Source: an optimization exercise on an open RTL-to-GDS flow (aim: small area, a short achievable clock period and few clock cycles). Production flows keep margins and buffers that such runs may drop.
At most, simulation tests tie the RTL to the original design; equivalence was not proved.
No activity file was given, so power comes from the tool's default toggle rates.

## the previous run
==> flow/design.v <==
module codec_core (
    input             clk,
    input             rst,
    input             cmd_valid,
    output            cmd_ready,
    input      [7:0]  cmd_opc,
    input      [4:0]  cmd_width,
    input      [15:0] cmd_len,
    input      [15:0] cmd_count,
    input             in_valid,
    output            in_ready,
    input      [15:0] in_data,
    output            out_valid,
    input             out_ready,
    output     [15:0] out_data,
    output            done,
    output            err,
    output     [3:0]  err_code,
    output     [15:0] err_info
);
    reg        busy;       
    reg        fin;        
    reg        skip;       
    reg        enc, dec, qd, qu, pk, up;   
    reg [4:0]  w;          
    reg [3:0]  p;          
    reg [3:0]  amt;        
    reg [15:0] in_left;    
    reg [15:0] cnt;        
    reg [15:0] W0;         
    reg        ld;         
    reg        tl;         
    reg        rn;         
    reg        inz;        
    reg        cntz;       
    reg [4:0]  ps;         
    reg        err_r;
    reg        c_w;        
    reg        c_r;        
    reg        ov;
    reg [15:0] od;
    wire is_q   = qd | qu;
    wire is_rle = enc | dec;
    wire left   = pk | qu;
    wire work = busy & ~fin;
    wire room = ~ov | out_ready;
    wire [15:0] mask;      
    wire [15:0] gep;       
    wire [15:0] lts;       
    genvar j;
    generate
        for (j = 0; j < 16; j = j + 1) begin : g_th
            assign mask[j] = w > j;
            assign gep[j]  = p <= j;
            assign lts[j]  = ps[3:0] > j;
        end
    endgenerate
    wire [4:0]  sum2  = {1'b0, ps[3:0]} + w;    
    wire        crs   = ps[4];                  
    wire        need  = ps[4] & (|ps[3:0]);     
    wire [15:0] m2    = up ? {16{~inz}} : {16{~tl}};
    wire [15:0] k_in  = crs ? gep : (gep & lts);
    wire [15:0] k_out = crs ? (lts & ~gep) : 16'd0;
    wire [15:0] selw  = up ? (gep & {16{ld}}) : {16{enc | (dec & ~ld)}};
    wire [15:0] flip  = {qd, 5'd0, qu, 9'd0};
    wire [15:0] X     = (selw & W0) | (~selw & ((in_data & m2) ^ flip));
    wire [15:0] r1    = amt[0] ? {X[0],     X[15:1]}  : X;
    wire [15:0] r2    = amt[1] ? {r1[1:0],  r1[15:2]} : r1;
    wire [15:0] r4    = amt[2] ? {r2[3:0],  r2[15:4]} : r2;
    wire [15:0] R     = amt[3] ? {r4[7:0],  r4[15:8]} : r4;
    wire [15:0] bp_out = left ? ((k_in & R) | (~gep & W0)) : (R & mask);
    wire bad  = |(in_data & ~mask);
    wire same = (in_data[7:0] == W0[7:0]) & ~cntz;
    wire [15:0] in_left_m1 = in_left - 16'd1;
    wire [15:0] cnt_m1     = cnt - 16'd1;
    wire        in1        = in_left == 16'd1;
    wire        cnt1       = cnt == 16'd1;
    wire mA = work & ~inz & (skip | ((up | dec) & cntz));
    wire mB = work & ~inz & (is_q | (pk & ~tl) | (up & ~cntz & (~ld | crs)) |
                             (dec & ~cntz & (ld | cnt1)) | (enc & ~tl));
    wire in_rdy = mA | (mB & room);
    wire take   = in_valid & in_rdy;
    wire em_r  = work & ((pk & tl) | (up & ~cntz & ((ld & ~crs) | inz)) | (dec & ~ld & ~cntz) |
                         (enc & (tl | ld)) | (enc & ~tl & ~ld & inz & rn));
    wire em_rv = work & up & ~cntz & (~ld | crs) & ~inz;
    wire em_t  = work & (is_q | (pk & ~tl & (crs | in1)) | (dec & ld & ~cntz));
    wire em_tb = work & enc & ~tl & ~ld & rn;
    wire emit  = (room & (em_r | (em_rv & in_valid))) | (take & (em_t | (em_tb & ~same)));
    wire f_1  = work & ((skip & inz) | (is_q & inz) | (pk & ~tl & inz) | (up & cntz & inz) |
                        (dec & ~ld & cntz & inz) | (enc & ~tl & ~ld & inz & ~rn));
    wire f_v  = work & ((skip & in1) | (up & cntz & in1));
    wire f_t  = work & ((is_q & in1) | (pk & ~tl & in1 & ~need) | (dec & ld & in1 & (cntz | cnt1)));
    wire f_r  = work & ((pk & tl) | (up & ~cntz & cnt1 & inz) | (dec & ~ld & ~cntz & cnt1 & inz) |
                        (enc & ld & ~tl & inz & ~rn));
    wire f_rv = work & up & ~cntz & cnt1 & (~ld | crs) & in1;
    wire finish = f_1 | (in_valid & f_v) | (take & f_t) | (room & (f_r | (f_rv & in_valid)));
    wire ecnt     = enc & (tl | ~ld);
    wire cmd_rdy  = ~busy & (~fin | room);
    wire cmd_fire = cmd_valid & cmd_rdy;
    wire c_bp     = cmd_opc[5];
    wire c_q      = cmd_opc[4];
    wire c_dir    = cmd_opc[1];
    wire wbad     = cmd_width == 5'd0 || cmd_width > 5'd16;
    wire skip_c   = (c_bp & wbad) | (~c_bp & ~c_q & c_dir & cmd_len[0]);
    wire c_enc    = ~skip_c & ~c_bp & ~c_q & ~c_dir;
    wire c_dec    = ~skip_c & ~c_bp & ~c_q &  c_dir;
    wire c_qd     = ~skip_c & c_q & ~c_dir;
    wire c_qu     = ~skip_c & c_q &  c_dir;
    wire c_pk     = ~skip_c & c_bp & ~c_dir;
    wire c_up     = ~skip_c & c_bp &  c_dir;
    wire c_inz    = cmd_len == 16'd0;
    wire c_cntz   = ~c_up | (cmd_count == 16'd0);
    wire e_brk   = take & ~same & enc & ~tl & rn;
    wire e_tail  = room & work & enc & ~tl & ~ld & inz & rn;
    wire e_start = take & enc & ~rn;
    wire e_ext   = take & same & enc & rn;
    wire d_load  = take & dec & ~ld;
    wire c_dec1  = (emit & (up | dec)) | e_ext | (take & (qu | pk) & ~err_r) | (take & skip & ~c_w);
    wire step    = (take & pk & ~tl) | (emit & up & ~cntz);
    reg inz_n, cntz_n, ld_n, tl_n, rn_n;
    always @* begin
        inz_n  = inz;
        cntz_n = cntz;
        ld_n   = ld;
        tl_n   = tl;
        rn_n   = rn;
        if (cmd_fire) begin
            inz_n  = c_inz;
            cntz_n = c_cntz;
            ld_n   = 1'b0;
            tl_n   = 1'b0;
            rn_n   = 1'b0;
        end else begin
            if (take) begin
                inz_n = in1;
            end
            if (d_load) begin
                cntz_n = in_data[7:0] == 8'd0;
            end else if (e_start | e_brk) begin
                cntz_n = 1'b0;
            end else if (c_dec1) begin
                cntz_n = cnt1;
            end
            if (pk) begin
                if (tl) begin
                    if (room) tl_n = 1'b0;
                end else if (take & in1 & need)
                    tl_n = 1'b1;
            end
            if (up & ~cntz & ~ld & emit)
                ld_n = ~crs;
            if (dec & take)
                ld_n = ~ld;
            if (enc) begin
                if (e_start)
                    rn_n = 1'b1;
                else if (e_tail)
                    rn_n = 1'b0;
                if (tl) begin
                    if (room) tl_n = 1'b0;
                end else if (ld) begin
                    if (e_brk) tl_n = 1'b1;
                    else if (room) ld_n = 1'b0;
                end else if (e_brk | e_tail)
                    ld_n = 1'b1;
            end
        end
    end
    wire busy_n = cmd_fire | (busy & ~(work & finish));
    wire fin_n  = (work & finish) | (fin & ~room);
    always @(posedge clk) begin
        if (rst) begin
            busy <= 1'b0;
            fin  <= 1'b0;
            ov   <= 1'b0;
        end else begin
            busy <= busy_n;
            fin  <= fin_n;
            ov   <= emit | (ov & ~out_ready);
        end
        inz  <= inz_n;
        cntz <= cntz_n;
        ld   <= ld_n;
        tl   <= tl_n;
        rn   <= rn_n;
        if (emit)
            od <= ecnt ? {8'd0, ~cnt[7:0]} : bp_out;
        if (cmd_fire) begin
            enc   <= c_enc;
            dec   <= c_dec;
            qd    <= c_qd;
            qu    <= c_qu;
            pk    <= c_pk;
            up    <= c_up;
            w     <= c_q ? 5'd10 : c_bp ? cmd_width : 5'd8;
            skip  <= skip_c;
            err_r <= skip_c;
            c_w   <= c_bp & wbad;
            c_r   <= c_bp | c_q;
        end else if (take & (qu | pk) & bad)
            err_r <= 1'b1;
        if (cmd_fire)
            in_left <= cmd_len;
        else if (take)
            in_left <= in_left_m1;
        if (cmd_fire) begin
            p    <= c_q ? 4'd6 : (~c_bp & ~c_dir) ? 4'd8 : 4'd0;
            amt  <= c_q ? (c_dir ? 4'd10 : 4'd6) : (~c_bp & ~c_dir) ? 4'd8 : 4'd0;
            ps   <= c_bp ? cmd_width : 5'd16;
        end else if (step) begin
            p    <= ps[3:0];
            amt  <= up ? ps[3:0] : 4'd0 - ps[3:0];
            ps   <= sum2;
        end
        if (cmd_fire)
            cnt <= ({16{c_up}} & cmd_count) | {{11{skip_c}}, {5{skip_c}} & ~(cmd_width & {5{c_bp}})};
        else if (d_load)
            cnt <= {8'd0, in_data[7:0]};
        else if (e_start | e_brk)
            cnt <= 16'h00FE;
        else if (c_dec1)
            cnt <= cnt_m1;
        if (cmd_fire)
            W0 <= 16'd0;
        else if (take & pk & ~tl)
            W0 <= crs ? (R & k_out) : bp_out;
        else if (e_tail | (up & ~cntz & emit & (crs | ~ld)) | (is_rle & take)) begin
            W0[7:0]  <= in_data[7:0] & {8{~inz}};
            W0[15:8] <= (e_brk | e_tail) ? W0[7:0] : (in_data[15:8] & {8{~inz}});
        end
    end
    assign cmd_ready = cmd_rdy;
    assign in_ready  = in_rdy;
    assign out_valid = ov;
    assign out_data  = od;
    assign done      = fin & room;
    assign err       = err_r;
    assign err_code  = {~c_w & c_r, 1'b0, c_w, ~c_w};
    assign err_info  = ~cnt;
endmodule
clock: 5.0 ns
lec_check: 0
abc_area: 1
cap_margin: 20
core_margin: 2
core_utilization: 40
setup_slack_margin: 2.4
slew_margin: 20
tns_end_percent: 5
standard.sh (not shown) runs the stock make flow with config.mk's settings and CLKGATE_MAP_FILE= SYNTH_SCRIPT=/design/flow/synth_recipe.tcl, a recipe that flattens the netlist after the stock synthesis.
==> flow/flow/run.sh <==
#!/bin/bash
# Standard synthesis, then the standard ORFS layout steps, with buf_2 port
# buffers in place of the platform's default delay-cell buffers.
set -euo pipefail
bash standard.sh synth > synth.log 2>&1
bash standard.sh "BUFFER_PORTS_ARGS=-buffer_cell sky130_fd_sc_hd__buf_2" finish > layout.log 2>&1
[inputs] the current run vs the previous run
--- a/flow/design.v
+++ b/flow/design.v
@@ -28,15 +28,16 @@
     reg [15:0] in_left;    
     reg [15:0] cnt;        
     reg [15:0] W0;         
     reg        ld;         
     reg        tl;         
     reg        rn;         
-    reg        inz;        
-    reg        cntz;       
+    reg        inz, in1;   
+    reg        cntz, cnt1; 
     reg [4:0]  ps;         
+    reg        mA, mB;     
     reg        err_r;
     reg        c_w;        
     reg        c_r;        
     reg        ov;
     reg [15:0] od;
     wire is_q   = qd | qu;
@@ -70,17 +71,14 @@
     wire [15:0] R     = amt[3] ? {r4[7:0],  r4[15:8]} : r4;
     wire [15:0] bp_out = left ? ((k_in & R) | (~gep & W0)) : (R & mask);
     wire bad  = |(in_data & ~mask);
     wire same = (in_data[7:0] == W0[7:0]) & ~cntz;
     wire [15:0] in_left_m1 = in_left - 16'd1;
     wire [15:0] cnt_m1     = cnt - 16'd1;
-    wire        in1        = in_left == 16'd1;
-    wire        cnt1       = cnt == 16'd1;
-    wire mA = work & ~inz & (skip | ((up | dec) & cntz));
-    wire mB = work & ~inz & (is_q | (pk & ~tl) | (up & ~cntz & (~ld | crs)) |
-                             (dec & ~cntz & (ld | cnt1)) | (enc & ~tl));
+    wire        in_left2   = in_left == 16'd2;
+    wire        cnt2       = cnt == 16'd2;
     wire in_rdy = mA | (mB & room);
     wire take   = in_valid & in_rdy;
     wire em_r  = work & ((pk & tl) | (up & ~cntz & ((ld & ~crs) | inz)) | (dec & ~ld & ~cntz) |
                          (enc & (tl | ld)) | (enc & ~tl & ~ld & inz & rn));
     wire em_rv = work & up & ~cntz & (~ld | crs) & ~inz;
     wire em_t  = work & (is_q | (pk & ~tl & (crs | in1)) | (dec & ld & ~cntz));
@@ -107,43 +105,56 @@
     wire c_qd     = ~skip_c & c_q & ~c_dir;
     wire c_qu     = ~skip_c & c_q &  c_dir;
     wire c_pk     = ~skip_c & c_bp & ~c_dir;
     wire c_up     = ~skip_c & c_bp &  c_dir;
     wire c_inz    = cmd_len == 16'd0;
     wire c_cntz   = ~c_up | (cmd_count == 16'd0);
+    wire c_cnt1   = c_up & (cmd_count == 16'd1);
     wire e_brk   = take & ~same & enc & ~tl & rn;
     wire e_tail  = room & work & enc & ~tl & ~ld & inz & rn;
     wire e_start = take & enc & ~rn;
     wire e_ext   = take & same & enc & rn;
     wire d_load  = take & dec & ~ld;
     wire c_dec1  = (emit & (up | dec)) | e_ext | (take & (qu | pk) & ~err_r) | (take & skip & ~c_w);
     wire step    = (take & pk & ~tl) | (emit & up & ~cntz);
-    reg inz_n, cntz_n, ld_n, tl_n, rn_n;
+    reg inz_n, in1_n, cntz_n, cnt1_n, crs_n, ld_n, tl_n, rn_n;
     always @* begin
         inz_n  = inz;
+        in1_n  = in1;
         cntz_n = cntz;
+        cnt1_n = cnt1;
+        crs_n  = crs;
         ld_n   = ld;
         tl_n   = tl;
         rn_n   = rn;
         if (cmd_fire) begin
             inz_n  = c_inz;
+            in1_n  = cmd_len == 16'd1;
             cntz_n = c_cntz;
+            cnt1_n = c_cnt1;
+            crs_n  = cmd_width[4] | ~c_bp;    
             ld_n   = 1'b0;
             tl_n   = 1'b0;
             rn_n   = 1'b0;
         end else begin
             if (take) begin
                 inz_n = in1;
+                in1_n = in_left2;
             end
             if (d_load) begin
                 cntz_n = in_data[7:0] == 8'd0;
+                cnt1_n = in_data[7:0] == 8'd1;
             end else if (e_start | e_brk) begin
                 cntz_n = 1'b0;
+                cnt1_n = 1'b0;
             end else if (c_dec1) begin
                 cntz_n = cnt1;
-            end
+                cnt1_n = cnt2;
+            end
+            if (step)
+                crs_n = sum2[4];
             if (pk) begin
                 if (tl) begin
                     if (room) tl_n = 1'b0;
                 end else if (take & in1 & need)
                     tl_n = 1'b1;
             end
@@ -165,24 +176,40 @@
                     ld_n = 1'b1;
             end
         end
     end
     wire busy_n = cmd_fire | (busy & ~(work & finish));
     wire fin_n  = (work & finish) | (fin & ~room);
+    wire enc_n  = cmd_fire ? c_enc : enc;
+    wire dec_n  = cmd_fire ? c_dec : dec;
+    wire q_n    = cmd_fire ? (c_qd | c_qu) : is_q;
+    wire pk_n   = cmd_fire ? c_pk : pk;
+    wire up_n   = cmd_fire ? c_up : up;
+    wire skip_n = cmd_fire ? skip_c : skip;
+    wire act_n  = busy_n & ~fin_n & ~inz_n;
+    wire mA_n   = act_n & (skip_n | ((up_n | dec_n) & cntz_n));
+    wire mB_n   = act_n & (q_n | (pk_n & ~tl_n) | (up_n & ~cntz_n & (~ld_n | crs_n)) |
+                           (dec_n & ~cntz_n & (ld_n | cnt1_n)) | (enc_n & ~tl_n));
     always @(posedge clk) begin
         if (rst) begin
             busy <= 1'b0;
             fin  <= 1'b0;
             ov   <= 1'b0;
+            mA   <= 1'b0;
+            mB   <= 1'b0;
         end else begin
             busy <= busy_n;
             fin  <= fin_n;
             ov   <= emit | (ov & ~out_ready);
+            mA   <= mA_n;
+            mB   <= mB_n;
         end
         inz  <= inz_n;
+        in1  <= in1_n;
         cntz <= cntz_n;
+        cnt1 <= cnt1_n;
         ld   <= ld_n;
         tl   <= tl_n;
         rn   <= rn_n;
         if (emit)
             od <= ecnt ? {8'd0, ~cnt[7:0]} : bp_out;
         if (cmd_fire) begin
[summary]
The current run went all the way through synthesis, placement and routing and the layout is clean on timing, DRC and antenna.
Of the two candidates, the previous run has the worse die area and the current run the better one.
Compared with the previous run, in the current run fraction of power consumed by the clock network shows a reduction of 0.6 points; xor and xnor area share after synthesis shows no meaningful change.
The current run vs the previous run: layout multi-input combinational cell count down by a few percent
Going from the previous run to the current run, wire length shrank slightly.
Compared with the previous run, in the current run area of the mapped netlist went down by about 1.2%, clock power climbed about 8%, simple logic cell fraction of the synthesized area moved down.
The current run ends up with a required arrival time at the worst endpoint that is 1.12 ns higher than in the previous run.
The current run vs the previous run — number of logic stages on the critical path including buffering rose 3.
Initial standard-cell utilization of the core was higher in the run labelled the current run.
The current run: fraction of the cycle the final worst path needs 4.3 points below the previous run
The current run vs the previous run: detailed-route vias per instance up slightly
Half-perimeter wire length of the detailed placement result of the current run falls short of that of the previous run slightly.
Testbench counts of the current run, summed over its fixed seeds: cycles 53,953.
Only the layout flow was run in the previous run; the RTL was not checked for function there.

re-timing with driven ports:
How much do the figures lean on ideal ports? The routed layouts below were timed once more, with nothing changed but the port constraints.
Step 1 (the two cells are an assumption about what drives the block):
set clk [get_ports {clk}]
set_driving_cell -lib_cell sky130_fd_sc_hd__clkbuf_16 $clk
set_driving_cell -lib_cell sky130_fd_sc_hd__buf_2 [delete_from_list [all_inputs] $clk]
Step 2, shift: input delay + t, output delay - t, t = (earliest + latest rising clock arrival at the registers) / 2. This alone moves slack from input paths to output paths.
Slacks: ideal ports / drivers / drivers and shift; pairs: ideal ports / drivers.
| run | t (ns) | setup slack, ns | worst register clock-pin slew, ns |
|---|---|---|---|
| the previous run | 0.401 | 2.065 / 2.016 / 1.822 | 0.07 / 0.07 |
| the current run | 0.405 | 2.281 / 2.281 / 1.935 | 0.08 / 0.08 |
After both steps every run listed still meets setup and hold. For the current run, which loses most, drivers alone change the setup slack by 0.000 ns; drivers and shift together by -0.346 ns.
